This is an optimization exercise on Yosys and OpenROAD, whose aim is small area, not a production implementation.
In this exercise RTL edits were held to simulation tests only and were not proved equivalent to the original.
Power and IR drop assume default switching activity.

==> flow/design.v (excerpt) <==
module il_core (
    input  wire        clk,
    input  wire        rst,
    input  wire        start,
    input  wire [15:0] prog_len,
    output wire        busy,
    output wire [15:0] acc,
    output wire [15:0] last_line,
    output wire [4:0]  esp,
    output wire [4:0]  csp,
    output wire        prog_valid,
    output wire [15:0] prog_addr,
    input  wire        prog_ready,
    input  wire [15:0] prog_word,
    input  wire [15:0] prog_opr,
    output wire        mem_valid,
    output wire        mem_we,
    output wire [1:0]  mem_region,
    output wire [4:0]  mem_slot,
    output wire [15:0] mem_wdata,
    input  wire        mem_ready,
    input  wire [15:0] mem_rdata
);
    localparam [3:0] S_IDLE  = 4'd0,
                     S_FETCH = 4'd1,
                     S_OPEN  = 4'd2,
                     S_EPOP  = 4'd3,
                     S_MRD   = 4'd4,
                     S_WPREP = 4'd5,
                     S_MWR   = 4'd6,
                     S_ALU1  = 4'd7,
                     S_ALU2  = 4'd8,
                     S_MD    = 4'd9,
                     S_JMP   = 4'd10,
                     S_CPUSH = 4'd11,
                     S_CPOP  = 4'd12,
                     S_EWAIT = 4'd13,
                     S_ERUN  = 4'd14,
                     S_MRDG  = 4'd15;
    localparam [3:0] C_LE = 4'd0, C_LT = 4'd1, C_STOR = 4'd2, C_LOAD = 4'd4,
                     C_AND = 4'd5, C_OR = 4'd6, C_XOR = 4'd7, C_ADD = 4'd8,
                     C_SUB = 4'd9, C_MUL = 4'd10, C_DIV = 4'd11, C_GT = 4'd12,
                     C_GE = 4'd13, C_EQ = 4'd14, C_NE = 4'd15;
    localparam EW = 21;    
    localparam CW = 16;    
    reg [3:0]  state;
    reg [15:0] line;
    reg [15:0] acc_r;
    reg [15:0] t1;         
    reg [15:0] t2;         
    reg [1:0]  t2x;        
    reg        dsign;      
    reg [4:0]  esp_r;      
    reg [15:0] er;         
    reg [3:0]  q;
    reg        ecar;
    reg        edn;
    reg [4:0]  csp_r;
    reg [4:0]  ph;         
    reg [3:0]  code;
    reg        neg;
    reg [EW*20-1:0] ering;
    reg [CW*20-1:0] cring;
    wire [EW-1:0] etap = ering[EW*20-1 -: EW];
    wire [CW-1:0] ctap = cring[CW*20-1 -: CW];
  ...
Size in the first run: roughly 1900 cells after synthesis, ~860 flip-flops, ~25000 um^2 of cells after synthesis.
Settings: LEC_CHECK=0, CAP_MARGIN=20, CORE_MARGIN=2, CORE_UTILIZATION=40, CTS_BUF_LIST=sky130_fd_sc_hd__clkbuf_16, CTS_CLUSTER_DIAMETER=100, CTS_CLUSTER_SIZE=30, SLEW_MARGIN=20; clock period 8.0 ns.
standard.sh (not shown) runs the stock make flow with config.mk's settings and CLKGATE_MAP_FILE= SYNTH_SCRIPT=/design/flow/synth_recipe.tcl, a recipe that flattens the netlist after the stock synthesis.
==> flow/flow/run.sh <==
#!/bin/bash
# The standard layout (the standard.sh: standard synthesis, floorplan,
# placement, CTS, routing), with one change: the buffers that placement puts
# on the ports are sky130_fd_sc_hd__buf_1 instead of the default choice.
set -euo pipefail
bash standard.sh finish "BUFFER_PORTS_ARGS=-buffer_cell sky130_fd_sc_hd__buf_1" > standard_flow.log 2>&1
The first run went through all stages and came out clean.
Edit:
==> flow/flow/run.sh (replaced) <==
#!/bin/bash
# The standard layout (the standard.sh), with two changes: the port
# buffers are sky130_fd_sc_hd__buf_1, and clock tree synthesis gets its own
# clustering arguments and no dummy loads.
set -euo pipefail
bash standard.sh finish "BUFFER_PORTS_ARGS=-buffer_cell sky130_fd_sc_hd__buf_1" \
  "CTS_ARGS=-sink_clustering_enable -repair_clock_nets -sink_clustering_size 30 -sink_clustering_max_diameter 100 -buf_list sky130_fd_sc_hd__clkbuf_16 -dont_use_dummy_load" \
  > standard_flow.log 2>&1
--- a/flow/config.mk
+++ b/flow/config.mk
@@ -11,3 +10,0 @@
-export CTS_BUF_LIST = sky130_fd_sc_hd__clkbuf_16
-export CTS_CLUSTER_DIAMETER = 100
-export CTS_CLUSTER_SIZE = 30
Clock skew increases by 0.039 ns.
Clock power drops by a few percent.
Critical path depth is unchanged.
Cell area decreases slightly.
Edit:
==> flow/run.sh (new file) <==
#!/bin/bash
# synth_recipe.tcl (not shown) runs the flow's synth.tcl, then flattens the netlist and writes it again
# the make line also repeats each setting of config.mk as NAME=value (left out here)
make -C /OpenROAD-flow-scripts/flow DESIGN_CONFIG=/design/flow/config.mk WORK_HOME=/design/flow/orfs CLKGATE_MAP_FILE= SYNTH_SCRIPT=/design/flow/synth_recipe.tcl finish
--- a/flow/config.mk
+++ b/flow/config.mk
@@ -10,0 +11,3 @@
+export CTS_BUF_LIST = sky130_fd_sc_hd__clkbuf_16
+export CTS_CLUSTER_DIAMETER = 100
+export CTS_CLUSTER_SIZE = 30
removed: flow/flow/run.sh
removed: flow/standard.sh
Worst setup slack got worse by 0.61 ns.
Cell count is about the same.
Synthesized cell count does not change.
Edit:
==> flow/flow/run.sh (new file) <==
#!/bin/bash
# The standard layout (the standard.sh), with two changes: the port
# buffers are sky130_fd_sc_hd__buf_1, and clock tree synthesis gets its own
# clustering arguments and no dummy loads.
set -euo pipefail
bash standard.sh finish "BUFFER_PORTS_ARGS=-buffer_cell sky130_fd_sc_hd__buf_1" \
  "CTS_ARGS=-sink_clustering_enable -repair_clock_nets -sink_clustering_size 32 -sink_clustering_max_diameter 80 -buf_list sky130_fd_sc_hd__clkbuf_16 -dont_use_dummy_load" \
  > standard_flow.log 2>&1
==> flow/standard.sh (new file) <==
#!/bin/bash
# synth_recipe.tcl (not shown) runs the flow's synth.tcl, then flattens the netlist and writes it again
# the make line also repeats each setting of config.mk as NAME=value (left out here)
make -C /OpenROAD-flow-scripts/flow DESIGN_CONFIG=/design/flow/config.mk WORK_HOME=/design/flow/orfs CLKGATE_MAP_FILE= SYNTH_SCRIPT=/design/flow/synth_recipe.tcl "${@:-finish}"
--- a/flow/config.mk
+++ b/flow/config.mk
@@ -11,3 +10,0 @@
-export CTS_BUF_LIST = sky130_fd_sc_hd__clkbuf_16
-export CTS_CLUSTER_DIAMETER = 100
-export CTS_CLUSTER_SIZE = 30
removed: flow/run.sh
Outcome:
- The changed run completed without violations
- setup slack gains 0.67 ns
- critical path depth does not change
- sequential cell count stays the same
- hold slack loses 0.053 ns
- core utilization shrinks by 1.6 points
- clock skew grows by 0.050 ns
- area after synthesis is unchanged

separate check: timing with driven ports:
The results above use ideal ports. As a check the final layouts listed here were re-extracted and re-timed, cells and wires unchanged. Step 1 assumes that a clkbuf_16 drives the clock port and a buf_2 every other input. Step 2 also shifts input and output timing later by t, the mid clock arrival at the registers, as if the neighbouring blocks saw the same clock. Slacks: ideal / step 1 / step 2; pairs: ideal / step 1.
| run | t (ns) | slack for setup (ns) | worst hold slack (ns) | latest minus earliest clock arrival (ns) | cell pins on the clock port's net |
|---|---|---|---|---|---|
| the first run | 0.635 | 2.369 / 2.347 / 2.347 | 0.304 / 0.304 / 0.304 | 0.043 / 0.042 | 1 |
| the second run | 0.617 | 2.357 / 2.335 / 2.335 | 0.276 / 0.276 / 0.276 | 0.081 / 0.081 | 1 |
| the third run | 0.646 | 1.750 / 1.726 / 1.726 | 0.321 / 0.321 / 0.321 | 0.033 / 0.034 | 1 |
| the fourth run | 0.621 | 2.422 / 2.401 / 2.401 | 0.268 / 0.268 / 0.268 | 0.081 / 0.081 | 1 |
After both steps setup and hold are still met in every run listed. The setup slack of the third run, which loses most, moves by -0.024 ns with the drivers and by -0.024 ns with both steps.
